Source: an optimization exercise on an open RTL-to-GDS flow (aim: small area and a short achievable clock period). Production flows keep margins and buffers that such runs may drop.
Only simulation tests tie the RTL to the original design; equivalence was not proved.
Power figures rest on the tool's default switching activity, not on a simulated workload.

Design pocsag_rx, start of the top module:
module pocsag_rx (
    input  wire        clk,
    input  wire        rst,
    input  wire        in_valid,
    input  wire [15:0] in_sample,
    output wire        pre_found,
    output wire        sync_found,
    output wire        out_valid,
    output wire [3:0]  out_index,
    output wire [31:0] out_word,
    output wire        out_fail,
    output wire        out_addr
);
Size in the first run: about 2500 cells after synthesis, roughly 60 I/O pins.
export LEC_CHECK = 0
export CAP_MARGIN = 20
export CORE_MARGIN = 2
export CORE_UTILIZATION = 40
export CTS_BUF_LIST = sky130_fd_sc_hd__clkbuf_8
export PLACE_DENSITY = 0.75
export SLEW_MARGIN = 20
export SYNTH_HIERARCHICAL = 1
create_clock -name core_clock -period 12.0 [get_ports {clk}]
standard.sh (not shown) runs the stock make flow with config.mk's settings and CLKGATE_MAP_FILE= SYNTH_SCRIPT=/design/flow/synth_recipe.tcl, a recipe that flattens the netlist after the stock synthesis.
==> flow/flow/run.sh <==
#!/bin/bash
# The standard layout (standard synthesis and the ORFS steps unchanged),
# with two differences:
# - the port buffers that buffer_ports inserts are sky130_fd_sc_hd__buf_4
#   instead of the cell it picks by default (clkdlybuf4s50_1, a delay
#   cell); every input and output port still gets its own buffer;
# - repair_timing works on every path with less than 7.9 ns of setup slack
#   (SETUP_SLACK_MARGIN), so it sizes up the gates on the critical paths.
#   The clock period and the constraints are the standard flow's own.
# make's output goes to standard.log; ORFS keeps each step's log under
# orfs/logs.
set -euo pipefail
export BUFFER_PORTS_ARGS="-buffer_cell sky130_fd_sc_hd__buf_4"
export SETUP_SLACK_MARGIN=7.9
bash standard.sh > standard.log 2>&1
Change:
--- a/flow/flow/run.sh
+++ b/flow/flow/run.sh
@@ -6,3 +6,3 @@
 #   cell); every input and output port still gets its own buffer;
-# - repair_timing works on every path with less than 7.9 ns of setup slack
+# - repair_timing works on every path with less than 8 ns of setup slack
 #   (SETUP_SLACK_MARGIN), so it sizes up the gates on the critical paths.
@@ -13,3 +13,3 @@
 export BUFFER_PORTS_ARGS="-buffer_cell sky130_fd_sc_hd__buf_4"
-export SETUP_SLACK_MARGIN=7.9
+export SETUP_SLACK_MARGIN=8
 bash standard.sh > standard.log 2>&1
--- a/flow/config.mk
+++ b/flow/config.mk
@@ -9,5 +9,5 @@
 export CORE_MARGIN = 2
-export CORE_UTILIZATION = 40
+export CORE_UTILIZATION = 48
 export CTS_BUF_LIST = sky130_fd_sc_hd__clkbuf_8
-export PLACE_DENSITY = 0.75
+export PLACE_DENSITY_LB_ADDON = 0.2
 export SLEW_MARGIN = 20
=> The new run finished clean. Clock power is lower by about 2%. Final area increases by 0.50%. Cell count shrinks by 4.0%. Routed wire length is higher by 3.5%. Die area falls by 16%. Flip-flop and latch count is unchanged. Hold slack is better by 0.012 ns. Register-to-register slack gains 0.11 ns.

Starting RTL as in the previous note.
export LEC_CHECK = 0
export CAP_MARGIN = 20
export CORE_MARGIN = 2
export CORE_UTILIZATION = 40
export CTS_BUF_LIST = sky130_fd_sc_hd__clkbuf_8
export SLEW_MARGIN = 20
export SYNTH_HIERARCHICAL = 1
export TNS_END_PERCENT = 20
create_clock -name core_clock -period 12.0 [get_ports {clk}]
==> flow/flow/run.sh <==
#!/bin/bash
# The standard layout (standard synthesis and the ORFS steps unchanged),
# with two differences:
# - the port buffers that buffer_ports inserts are sky130_fd_sc_hd__buf_4
#   instead of the cell it picks by default (clkdlybuf4s50_1, a delay
#   cell); every input and output port still gets its own buffer;
# - repair_timing works on every path with less than 8 ns of setup slack
#   (SETUP_SLACK_MARGIN), so it sizes up the gates on the critical paths.
#   The clock period and the constraints are the standard flow's own.
# make's output goes to standard.log; ORFS keeps each step's log under
# orfs/logs.
set -euo pipefail
export BUFFER_PORTS_ARGS="-buffer_cell sky130_fd_sc_hd__buf_4"
export SETUP_SLACK_MARGIN=8
bash standard.sh > standard.log 2>&1
Next try:
Settings changed: CORE_UTILIZATION 40 to 48, PLACE_DENSITY set to 0.75, TNS_END_PERCENT 20 to not set.
Non-clock buffer count is lower by 7. Worst hold slack barely changes. Fmax is higher by 0.95%. Sequential share of layout area is higher by 0.74 points. Die area is lower by 16%. Clock power is lower by about 6%. Clock skew is lower by 21 ps. Combinational power is lower by about 1%. Via count is higher by 1.3%. Routed wire length is lower by 2.8%.
Next try:
Settings changed: CORE_UTILIZATION 48 to 40, CTS_BUF_LIST sky130_fd_sc_hd__clkbuf_8 to sky130_fd_sc_hd__clkbuf_4.
After rerunning:
- The changed run went through all stages and came out clean
- setup slack gets worse by 130 ps
- first-iteration DRC count grows by a few percent
- design area grows slightly
Next try:
Settings changed: CTS_BUF_LIST sky130_fd_sc_hd__clkbuf_4 to sky130_fd_sc_hd__clkbuf_8, PLACE_DENSITY 0.75 to 0.85.
=> The new run passed the timing, design-rule and antenna checks. Via count shrinks by 0.58%. Routed wire length increases by 2.6%. Worst hold slack gets better by 33 ps. Clock power hardly moves. Cell count shrinks by 3.0%.

-- re-timing with driven ports --
In the flow no input, the clock included, has a driving cell. The finished layouts below were timed again as built, in two steps.
Step 1 assumes that a clkbuf_16 drives the clock port and a buf_2 every other input.
Step 2, shift: input delay + t, output delay - t, t = (earliest + latest rising clock arrival at the registers) / 2. This alone moves slack from input paths to output paths.
Three values: ideal ports, drivers, drivers and shift; two values: the first two.
| run | t (ns) | setup WS [ns] | hold WS [ns] | worst data-port slew with drivers (ns) |
|---|---|---|---|---|
| the first run of note 1 | 0.758 | 8.079 / 8.079 / 7.381 | 0.386 / 0.386 / 0.386 | 0.08 |
| the second run of note 1 | 0.760 | 8.153 / 8.093 / 7.355 | 0.398 / 0.398 / 0.398 | 0.19 |
| the first run of note 2 | 0.770 | 8.062 / 8.062 / 7.403 | 0.397 / 0.397 / 0.397 | 0.06 |
| the second run of note 2 | 0.766 | 8.099 / 8.011 / 7.246 | 0.399 / 0.399 / 0.399 | 0.19 |
| the third run of note 2 | 1.032 | 7.967 / 7.909 / 7.242 | 0.365 / 0.365 / 0.365 | 0.04 |
| the fourth run of note 2 | 0.754 | 8.012 / 8.012 / 7.446 | 0.397 / 0.397 / 0.397 | 0.08 |
After both steps setup and hold are still met in every run listed. For the second run of note 2, which loses most, drivers alone change the setup slack by -0.088 ns; drivers and shift together by -0.853 ns.
